From an optimization exercise on the open Yosys and OpenROAD flow, aimed at small area, a short achievable clock period and few clock cycles; shortcuts taken in it are not production practice.
Function was checked by simulation only, so behaviour that the tests miss may differ from the original.
Power and IR drop assume default switching activity.

Design cfc, start of the top module:
module cfc (
    input  wire         clk,
    input  wire         rst,            
    input  wire         cmd_valid,
    output wire         cmd_ready,
    input  wire [7:0]   cmd_word,
    input  wire         cmd_fmt,        
    input  wire [31:0]  cmd_id,         
    input  wire         cmd_rtr,
    input  wire [3:0]   cmd_dlc,
    input  wire [3:0]   cmd_len,
    input  wire [63:0]  cmd_data,
    input  wire [7:0]   cmd_mode,       
    input  wire [103:0] cmd_image,      
    input  wire [7:0]   cmd_byte,       
    input  wire [31:0]  cmd_cls,        
    input  wire [7:0]   cmd_index,      
    output wire         rsp_valid,
    output wire [3:0]   rsp_result,
    output wire         rsp_frame_some,
    output wire         rsp_fmt,
    output wire [28:0]  rsp_id,
    output wire         rsp_rtr,
    output wire [3:0]   rsp_dlc,
    output reg  [63:0]  rsp_data,
    output wire [103:0] rsp_image,
    output reg  [12:0]  rsp_image_wr,
    output wire [11:0]  rsp_status,
    output wire [7:0]   rsp_mode,
    output wire         rsp_ecc_cap_some,
    output wire [7:0]   rsp_ecc_cap,
    output wire         rsp_alc_cap_some,
    output wire [7:0]   rsp_alc_cap,
    output wire [1:0]   rsp_ecc_errc,
    output wire         rsp_ecc_dir,
    output wire [4:0]   rsp_ecc_seg,
    output wire [4:0]   rsp_ecc_name,
    output wire [4:0]   rsp_alc_bitno,
    output wire [1:0]   rsp_alc_field,
    output wire [4:0]   rsp_alc_idbit,
    output wire [1:0]   rsp_cls,
    output wire [7:0]   rsp_byte,
    output wire         ev_valid,
    output reg  [1:0]   ev_kind,        
    output wire [11:0]  ev_status,
    output wire         ev_completed,
    output wire         cs,
    output wire         bus_req,
    output reg          bus_we,
    output reg  [6:0]   bus_addr,
    output reg  [7:0]   bus_wdata,
    input  wire         bus_ready,
    input  wire [7:0]   bus_rdata,
    input  wire         bus_noresp,
    output wire         reset_pulse
);
Size in the first run: roughly 2100 cells after synthesis, ~220 flip-flops, roughly 15000 um^2 of cells after synthesis.
clock: 8.0 ns
lec_check: 0
abc_area: 1
cap_margin: 20
core_margin: 2
core_utilization: 40
setup_slack_margin: 5
slew_margin: 20
tns_end_percent: 10
standard.sh (not shown) runs the stock make flow with config.mk's settings and CLKGATE_MAP_FILE= SYNTH_SCRIPT=/design/flow/synth_recipe.tcl, a recipe that flattens the netlist after the stock synthesis.
==> flow/flow/run.sh <==
#!/bin/bash
# Layout flow: the standard flow (standard.sh, unchanged synthesis),
# with the port buffers made of sky130_fd_sc_hd__buf_2 cells.
set -o pipefail
export BUFFER_PORTS_ARGS="-buffer_cell sky130_fd_sc_hd__buf_2"
bash standard.sh > standard.log 2>&1
Testbench counts at the start, summed over its fixed seeds: cycles 93,800.
Edit:
CORE_UTILIZATION = 35   (was 40)
TNS_END_PERCENT = unset   (was 10)
Routed wire length rises by 2.4%.
Setup slack improved by 130 ps.
Flip-flop and latch count stays the same.
Fmax rises by about 4.4%.
Global-route usage falls by 3.7 points.
Edit:
CORE_UTILIZATION = 40   (was 35)
GPL_TIMING_DRIVEN = 0   (was unset)
=> Via count climbs by a little under a tenth. Core utilization went up by 9.8 points. Worst setup slack gets worse by 250 ps. Sequential share of layout area goes down by 1.8 points. Final area is higher by a few percent. Global-route usage goes up by 9.2 points. Sequential power is about the same. Area after synthesis does not change.
Edit:
GPL_TIMING_DRIVEN = unset   (was 0)
PLACE_DENSITY = 0.8   (was unset)
=>
- total power fell by a few percent
- final area fell by a few percent
- synthesized cell count is unchanged
- die area stays the same
- fmax rose by a little under a tenth
- clock power rose by a few percent
Edit:
CTS_BUF_LIST = sky130_fd_sc_hd__clkbuf_4 sky130_fd_sc_hd__clkbuf_8   (was unset)
PLACE_DENSITY = unset   (was 0.8)
What happened:
- The new run ran to the end with no violations
- clock skew stays flat
- clock power drops by about 9%
- routed wire length climbs by 3.0%
- setup slack improved by 9.9 ps
- power drops by 3.3%
- utilization stays flat
- die area is unchanged
- sequential cell count is unchanged
- global-route usage climbs by 0.80 points

* * *

Another version of the RTL of cfc (not shown whole).
For scale: about 2400 cells after synthesis, roughly 220 flip-flops, ~620 I/O pins, about 16000 µm² of cells after synthesis.
export LEC_CHECK = 0
export ABC_AREA = 1
export CAP_MARGIN = 20
export CORE_MARGIN = 2
export CORE_UTILIZATION = 40
export CTS_BUF_LIST = sky130_fd_sc_hd__clkbuf_4 sky130_fd_sc_hd__clkbuf_8
export SETUP_SLACK_MARGIN = 5
export SLEW_MARGIN = 20
create_clock -name core_clock -period 8.0 [get_ports {clk}]
Scripts as last shown in full above: flow/flow/run.sh
The first run finished clean.
Testbench counts at the start, summed over its fixed seeds: cycles 93,800.
Edit:
==> flow/flow/run.sh (replaced) <==
#!/bin/bash
# Layout flow: the standard flow (standard.sh, unchanged synthesis),
# with the port buffers made of sky130_fd_sc_hd__buf_2 cells and the timing
# repair aiming at a setup slack margin of 5.5 ns.
set -o pipefail
export BUFFER_PORTS_ARGS="-buffer_cell sky130_fd_sc_hd__buf_2"
sed 's/SETUP_SLACK_MARGIN=[0-9.]*/SETUP_SLACK_MARGIN=5.5/' standard.sh > standard_m.sh
bash standard_m.sh > standard.log 2>&1
- ABC_AREA: 1 -> unset
- CTS_BUF_LIST: sky130_fd_sc_hd__clkbuf_4 sky130_fd_sc_hd__clkbuf_8 -> unset
=> Routed wire length went down by 4.6%; worst setup slack gains 0.031 ns; sequential cell count does not change; register-to-register slack is worse by 0.05 ns; synthesized area goes up by 0.95%; critical path depth went up by 3; hold slack is worse by 0.0037 ns; final area came out higher by 21%; total power came out higher by 6.9%; combinational power went up by 26%.
Edit:
==> flow/flow/run.sh (replaced) <==
#!/bin/bash
# Layout flow: the standard flow (standard.sh, unchanged synthesis),
# with the port buffers made of sky130_fd_sc_hd__buf_2 cells.
set -o pipefail
export BUFFER_PORTS_ARGS="-buffer_cell sky130_fd_sc_hd__buf_2"
bash standard.sh > standard.log 2>&1
- ABC_AREA: unset -> 1
What happened: The new run produced a clean layout; sequential cell count does not change; via count increases by a few percent; cell count increases by roughly a tenth; area after synthesis decreases slightly; worst hold slack gains 0.0043 ns; global-route usage increases by 2.8 points; wire length increases by a few percent; power decreases by a few percent; synthesized cell count increases by about a fifth; clock skew hardly moves.

* * *

Another version of the RTL of cfc (not shown whole).
Size: about 1800 cells after synthesis.
==> flow/config.mk <==
export PLATFORM = sky130hd
export DESIGN_NAME = cfc
export DESIGN_NICKNAME = cfc
export VERILOG_FILES = /design/flow/design.v
export SDC_FILE = /design/flow/constraint.sdc
export NUM_CORES = 4
export LEC_CHECK = 0
export CAP_MARGIN = 20
export CORE_MARGIN = 2
export CORE_UTILIZATION = 40
export SETUP_SLACK_MARGIN = 5
export SLEW_MARGIN = 20
==> flow/constraint.sdc <==
create_clock -name core_clock -period 8.0 [get_ports {clk}]
set_input_delay 1.6000 -clock core_clock [delete_from_list [all_inputs] [get_ports {clk}]]
set_output_delay 1.6000 -clock core_clock [all_outputs]
set_load 0.01 [all_outputs]
run.sh (not shown) runs the stock make flow with config.mk's settings and CLKGATE_MAP_FILE= SYNTH_SCRIPT=/design/flow/synth_recipe.tcl, a recipe that flattens the netlist after the stock synthesis.
Stock flow here: none of the scripts above is used.
The starting point finished clean.
Testbench counts at the start, summed over its fixed seeds: cycles 93,800.
Rerun with:
Settings changed: SETUP_SLACK_MARGIN 5 to unset.
First-iteration DRC count falls by 39%; final cell count falls by 13%; critical path depth falls by 1; power falls by about 16%; die area does not change; sequential share of layout area rises by 5.0 points; synthesized area does not change.

-- port drivers added, routing unchanged --
In the flow no input, the clock included, has a driving cell. The finished layouts below were timed again as built, in two steps. Step 1 assumes that a clkbuf_16 drives the clock port and a buf_2 every other input. Step 2 moves the port delays by t, midway between the first and last clock arrival at a register: inputs arrive t later, outputs are due t later. That takes back most of the time a late clock gives input paths. Slacks: no drivers / after step 1 / after step 2; pairs: no drivers / after step 1.
| run | t, ns | setup slack, ns | worst setup path after step 2 |
|---|---|---|---|
| the first run of note 1 | 0.597 | 4.854 / 4.818 / 4.286 | input to register |
| the second run of note 1 | 0.607 | 4.988 / 4.930 / 4.418 | input to register |
| the third run of note 1 | 0.602 | 4.737 / 4.682 / 4.411 | input to register |
| the fourth run of note 1 | 0.608 | 4.993 / 4.950 / 4.392 | input to register |
| the fifth run of note 1 | 0.621 | 5.002 / 4.952 / 4.417 | input to register |
| the first run of note 2 | 0.659 | 4.963 / 4.911 / 4.411 | input to register |
| the second run of note 2 | 0.601 | 4.994 / 4.999 / 4.411 | input to register |
| the third run of note 2 | 0.621 | 4.986 / 4.929 / 4.443 | input to register |
| the first run of note 3 | 0.513 | 3.645 / 3.588 / 4.006 | register to register |
| the second run of note 3 | 0.508 | 1.951 / 1.889 / 2.397 | register to output |
After both steps setup and hold are still met in every run listed. The setup slack of the fourth run of note 1, which loses most, moves by -0.043 ns with the drivers and by -0.601 ns with both steps.
